This design comes from an exercise in tuning for small area, a short achievable clock period and few clock cycles on the open sky130 flow, not from production work.
Only simulation tests tie the RTL to the original design; equivalence was not proved.

==> 09-02: inputs <==
Design ssev_engine, start of the top module:
module ssev_engine (
    input  wire         clk,
    input  wire         rst,
    input  wire         cmd_valid,
    output wire         cmd_ready,
    input  wire [31:0]  cmd_word,
    input  wire [15:0]  cmd_width,
    input  wire [15:0]  cmd_height,
    input  wire         px_valid,
    output wire         px_ready,
    input  wire [127:0] px_src,
    input  wire [127:0] px_ref,
    output wire         res_valid,
    input  wire         res_ready,
    output wire [63:0]  res_sse,
    output wire [31:0]  res_sum,
    output wire [31:0]  res_var,
    output wire         res_err,
    output wire [2:0]   res_code
);
    wire [3:0] c_op = cmd_word[3:0];
    wire [2:0] c_wc = cmd_word[6:4];
    wire [2:0] c_hc = cmd_word[10:8];
    reg        size_ok;
    always @(*) begin
        case (c_wc)
            3'd2:    size_ok = (c_hc <= 3'd4);                     
            3'd3:    size_ok = (c_hc >= 3'd1) && (c_hc <= 3'd4);   
            3'd4:    size_ok = (c_hc >= 3'd2) && (c_hc <= 3'd5);   
            3'd5:    size_ok = (c_hc >= 3'd4) && (c_hc <= 3'd5);   
            default: size_ok = 1'b0;
        endcase
    end
    reg  [1:0]  dec_code;       
    reg         dec_var;
    reg         dec_s64;
    always @(*) begin
        dec_code = 2'd0;
        dec_var  = 1'b0;
        dec_s64  = 1'b0;
        if (cmd_word[31:11] != 21'd0 || cmd_word[7]) begin
            dec_code = 2'd1;
        end else if (c_op == 4'd3) begin
            if (c_wc != 3'd0 || c_hc != 3'd0)
                dec_code = 2'd1;
            else if (cmd_width == 16'd0 || cmd_height == 16'd0)
                dec_code = 2'd3;
            else
                dec_s64 = 1'b1;
        end else if (c_op == 4'd1) begin
            if (!size_ok)
                dec_code = 2'd2;
            else
                dec_var = 1'b1;
        end else if (c_op == 4'd2) begin
            if (c_wc != 3'd2 || c_hc != 3'd2)
                dec_code = 2'd2;
        end else begin
            dec_code = 2'd1;
        end
    end
    wire [3:0]  dec_e = {1'b0, c_wc} + {1'b0, c_hc};
    reg         p_v;
    reg         cmd_rdy;        
    reg  [1:0]  p_code;
  ...
export LEC_CHECK = 0
export CAP_MARGIN = 20
export CORE_MARGIN = 2
export CORE_UTILIZATION = 40
export SLEW_MARGIN = 20
export SYNTH_HIERARCHICAL = 1
export SYNTH_MINIMUM_KEEP_SIZE = 0
create_clock -name core_clock -period 28.0 [get_ports {clk}]
standard.sh (not shown) runs the stock make flow with config.mk's settings and CLKGATE_MAP_FILE= SYNTH_SCRIPT=/design/flow/synth_recipe.tcl, a recipe that flattens the netlist after the stock synthesis.
==> flow/flow/run.sh <==
#!/bin/bash
set -e
export BUFFER_PORTS_ARGS="-buffer_cell sky130_fd_sc_hd__buf_1"
bash standard.sh > standard.log 2>&1
==> inputs of 07-19, as changes to 09-02 <==
--- a/flow/design.v
+++ b/flow/design.v
@@ -110,60 +110,92 @@
     generate
         for (g = 0; g < 16; g = g + 1) begin : lanes
             assign lane_ok[g] = ~c_last | (c_lo == 4'd0) | (c_lo > g);
         end
     endgenerate
     wire [8:0] a_d0_n;
     reg  [8:0] a_d0;
-    ssev_sub u_sub0 (.s(px_src[7:0]), .r(px_ref[7:0]), .en(px_fire & lane_ok[0]), .d(a_d0_n));
+    wire [8:0] a_d0_s;
+    ssev_sub u_sub0 (.s(px_src[7:0]), .r(px_ref[7:0]), .d(a_d0_s));
+    assign a_d0_n = a_d0_s & {9{px_fire & lane_ok[0]}};
     wire [8:0] a_d1_n;
     reg  [8:0] a_d1;
-    ssev_sub u_sub1 (.s(px_src[15:8]), .r(px_ref[15:8]), .en(px_fire & lane_ok[1]), .d(a_d1_n));
+    wire [8:0] a_d1_s;
+    ssev_sub u_sub1 (.s(px_src[15:8]), .r(px_ref[15:8]), .d(a_d1_s));
+    assign a_d1_n = a_d1_s & {9{px_fire & lane_ok[1]}};
     wire [8:0] a_d2_n;
     reg  [8:0] a_d2;
-    ssev_sub u_sub2 (.s(px_src[23:16]), .r(px_ref[23:16]), .en(px_fire & lane_ok[2]), .d(a_d2_n));
+    wire [8:0] a_d2_s;
+    ssev_sub u_sub2 (.s(px_src[23:16]), .r(px_ref[23:16]), .d(a_d2_s));
+    assign a_d2_n = a_d2_s & {9{px_fire & lane_ok[2]}};
     wire [8:0] a_d3_n;
     reg  [8:0] a_d3;
-    ssev_sub u_sub3 (.s(px_src[31:24]), .r(px_ref[31:24]), .en(px_fire & lane_ok[3]), .d(a_d3_n));
+    wire [8:0] a_d3_s;
+    ssev_sub u_sub3 (.s(px_src[31:24]), .r(px_ref[31:24]), .d(a_d3_s));
+    assign a_d3_n = a_d3_s & {9{px_fire & lane_ok[3]}};
     wire [8:0] a_d4_n;
     reg  [8:0] a_d4;
-    ssev_sub u_sub4 (.s(px_src[39:32]), .r(px_ref[39:32]), .en(px_fire & lane_ok[4]), .d(a_d4_n));
+    wire [8:0] a_d4_s;
+    ssev_sub u_sub4 (.s(px_src[39:32]), .r(px_ref[39:32]), .d(a_d4_s));
+    assign a_d4_n = a_d4_s & {9{px_fire & lane_ok[4]}};
     wire [8:0] a_d5_n;
     reg  [8:0] a_d5;
-    ssev_sub u_sub5 (.s(px_src[47:40]), .r(px_ref[47:40]), .en(px_fire & lane_ok[5]), .d(a_d5_n));
+    wire [8:0] a_d5_s;
+    ssev_sub u_sub5 (.s(px_src[47:40]), .r(px_ref[47:40]), .d(a_d5_s));
+    assign a_d5_n = a_d5_s & {9{px_fire & lane_ok[5]}};
     wire [8:0] a_d6_n;
     reg  [8:0] a_d6;
-    ssev_sub u_sub6 (.s(px_src[55:48]), .r(px_ref[55:48]), .en(px_fire & lane_ok[6]), .d(a_d6_n));
+    wire [8:0] a_d6_s;
+    ssev_sub u_sub6 (.s(px_src[55:48]), .r(px_ref[55:48]), .d(a_d6_s));
+    assign a_d6_n = a_d6_s & {9{px_fire & lane_ok[6]}};
     wire [8:0] a_d7_n;
     reg  [8:0] a_d7;
-    ssev_sub u_sub7 (.s(px_src[63:56]), .r(px_ref[63:56]), .en(px_fire & lane_ok[7]), .d(a_d7_n));
+    wire [8:0] a_d7_s;
+    ssev_sub u_sub7 (.s(px_src[63:56]), .r(px_ref[63:56]), .d(a_d7_s));
+    assign a_d7_n = a_d7_s & {9{px_fire & lane_ok[7]}};
     wire [8:0] a_d8_n;
     reg  [8:0] a_d8;
-    ssev_sub u_sub8 (.s(px_src[71:64]), .r(px_ref[71:64]), .en(px_fire & lane_ok[8]), .d(a_d8_n));
+    wire [8:0] a_d8_s;
+    ssev_sub u_sub8 (.s(px_src[71:64]), .r(px_ref[71:64]), .d(a_d8_s));
+    assign a_d8_n = a_d8_s & {9{px_fire & lane_ok[8]}};
     wire [8:0] a_d9_n;
     reg  [8:0] a_d9;
-    ssev_sub u_sub9 (.s(px_src[79:72]), .r(px_ref[79:72]), .en(px_fire & lane_ok[9]), .d(a_d9_n));
+    wire [8:0] a_d9_s;
+    ssev_sub u_sub9 (.s(px_src[79:72]), .r(px_ref[79:72]), .d(a_d9_s));
+    assign a_d9_n = a_d9_s & {9{px_fire & lane_ok[9]}};
     wire [8:0] a_d10_n;
     reg  [8:0] a_d10;
-    ssev_sub u_sub10 (.s(px_src[87:80]), .r(px_ref[87:80]), .en(px_fire & lane_ok[10]), .d(a_d10_n));
+    wire [8:0] a_d10_s;
+    ssev_sub u_sub10 (.s(px_src[87:80]), .r(px_ref[87:80]), .d(a_d10_s));
+    assign a_d10_n = a_d10_s & {9{px_fire & lane_ok[10]}};
     wire [8:0] a_d11_n;
     reg  [8:0] a_d11;
-    ssev_sub u_sub11 (.s(px_src[95:88]), .r(px_ref[95:88]), .en(px_fire & lane_ok[11]), .d(a_d11_n));
+    wire [8:0] a_d11_s;
+    ssev_sub u_sub11 (.s(px_src[95:88]), .r(px_ref[95:88]), .d(a_d11_s));
+    assign a_d11_n = a_d11_s & {9{px_fire & lane_ok[11]}};
     wire [8:0] a_d12_n;
     reg  [8:0] a_d12;
-    ssev_sub u_sub12 (.s(px_src[103:96]), .r(px_ref[103:96]), .en(px_fire & lane_ok[12]), .d(a_d12_n));
+    wire [8:0] a_d12_s;
+    ssev_sub u_sub12 (.s(px_src[103:96]), .r(px_ref[103:96]), .d(a_d12_s));
+    assign a_d12_n = a_d12_s & {9{px_fire & lane_ok[12]}};
     wire [8:0] a_d13_n;
     reg  [8:0] a_d13;
-    ssev_sub u_sub13 (.s(px_src[111:104]), .r(px_ref[111:104]), .en(px_fire & lane_ok[13]), .d(a_d13_n));
+    wire [8:0] a_d13_s;
+    ssev_sub u_sub13 (.s(px_src[111:104]), .r(px_ref[111:104]), .d(a_d13_s));
+    assign a_d13_n = a_d13_s & {9{px_fire & lane_ok[13]}};
     wire [8:0] a_d14_n;
     reg  [8:0] a_d14;
-    ssev_sub u_sub14 (.s(px_src[119:112]), .r(px_ref[119:112]), .en(px_fire & lane_ok[14]), .d(a_d14_n));
+    wire [8:0] a_d14_s;
+    ssev_sub u_sub14 (.s(px_src[119:112]), .r(px_ref[119:112]), .d(a_d14_s));
+    assign a_d14_n = a_d14_s & {9{px_fire & lane_ok[14]}};
     wire [8:0] a_d15_n;
     reg  [8:0] a_d15;
-    ssev_sub u_sub15 (.s(px_src[127:120]), .r(px_ref[127:120]), .en(px_fire & lane_ok[15]), .d(a_d15_n));
+    wire [8:0] a_d15_s;
+    ssev_sub u_sub15 (.s(px_src[127:120]), .r(px_ref[127:120]), .d(a_d15_s));
+    assign a_d15_n = a_d15_s & {9{px_fire & lane_ok[15]}};
     always @(posedge clk) begin
         a_d0 <= a_d0_n;
         a_d1 <= a_d1_n;
         a_d2 <= a_d2_n;
         a_d3 <= a_d3_n;
         a_d4 <= a_d4_n;
         a_d5 <= a_d5_n;
@@ -2204,18 +2236,17 @@
     output wire [22:0] y
 );
     assign y = a + b;
 endmodule
 module ssev_sub (
     input  wire [7:0] s,
     input  wire [7:0] r,
-    input  wire       en,
     output wire [8:0] d
 );
-    assign d = ({1'b0, s} - {1'b0, r}) & {9{en}};
+    assign d = {1'b0, s} - {1'b0, r};
 endmodule
 module ssev_fa (
     input  wire a,
     input  wire b,
     input  wire c,
     output wire s,
     output wire co
==> flow/flow/run.sh (replaced) <==
#!/bin/bash
set -e
export BUFFER_PORTS_ARGS="-buffer_cell sky130_fd_sc_hd__buf_1"
export SETUP_SLACK_MARGIN=21
export CTS_ARGS="-sink_clustering_enable -repair_clock_nets -dont_use_dummy_load"
bash standard.sh > standard.log 2>&1
- CORE_UTILIZATION: 40 -> 55
==> summary.txt <==
Synth Area in Compound Gates: 0.0936
Slowest library cell on the worst path: sky130_fd_sc_hd__a21boi_1
Post-route clock period utilization: 0.277
Worst Hold Launch: c_e[1]
Cell row count: 133
Area Overhead vs Synth: 11.0%
Time the worst path needs with I/O delays and setup: 7770 ps
Outcome: no timing/DRC/antenna violations
Clock skew: 33.3 ps
# the run above: 09-02

==> summary.txt <==
Outcome: no timing/DRC/antenna violations
Worst Hold Launch: c_var
Clock skew: 97.0 ps
Cell row count: 114
Post-route clock period utilization: 0.248
Area Overhead vs Synth: 8.44%
# the run above: 07-19

Testbench counts of 09-02, summed over its fixed seeds: cycles 46,537.
Testbench counts of 07-19, summed over its fixed seeds: cycles 46,537.

## port drivers added, routing unchanged
The flow's constraints put no driver on any port. The routed layouts listed below were extracted and timed again, unchanged, in two steps. Step 1: set_driving_cell puts a clkbuf_16 on clk and a buf_2 on each other input, an assumption about the parent block. Step 2 also shifts input and output timing later by t, the mid clock arrival at the registers, as if the neighbouring blocks saw the same clock. Three values: no drivers, after step 1, after step 2; two values: the first two.
run | shift t [ns] | slack for setup (ns) | clock arrival spread, ns | worst register clock-pin slew, ns
09-02 | 0.750 | 20.235 / 20.180 / 19.430 | 0.033 / 0.034 | 0.06 / 0.06
07-19 | 0.732 | 21.059 / 20.979 / 20.514 | 0.097 / 0.097 | 0.06 / 0.06
After both steps setup and hold are still met in every run listed. The setup slack of 09-02, which loses most, moves by -0.055 ns with the drivers and by -0.805 ns with both steps.
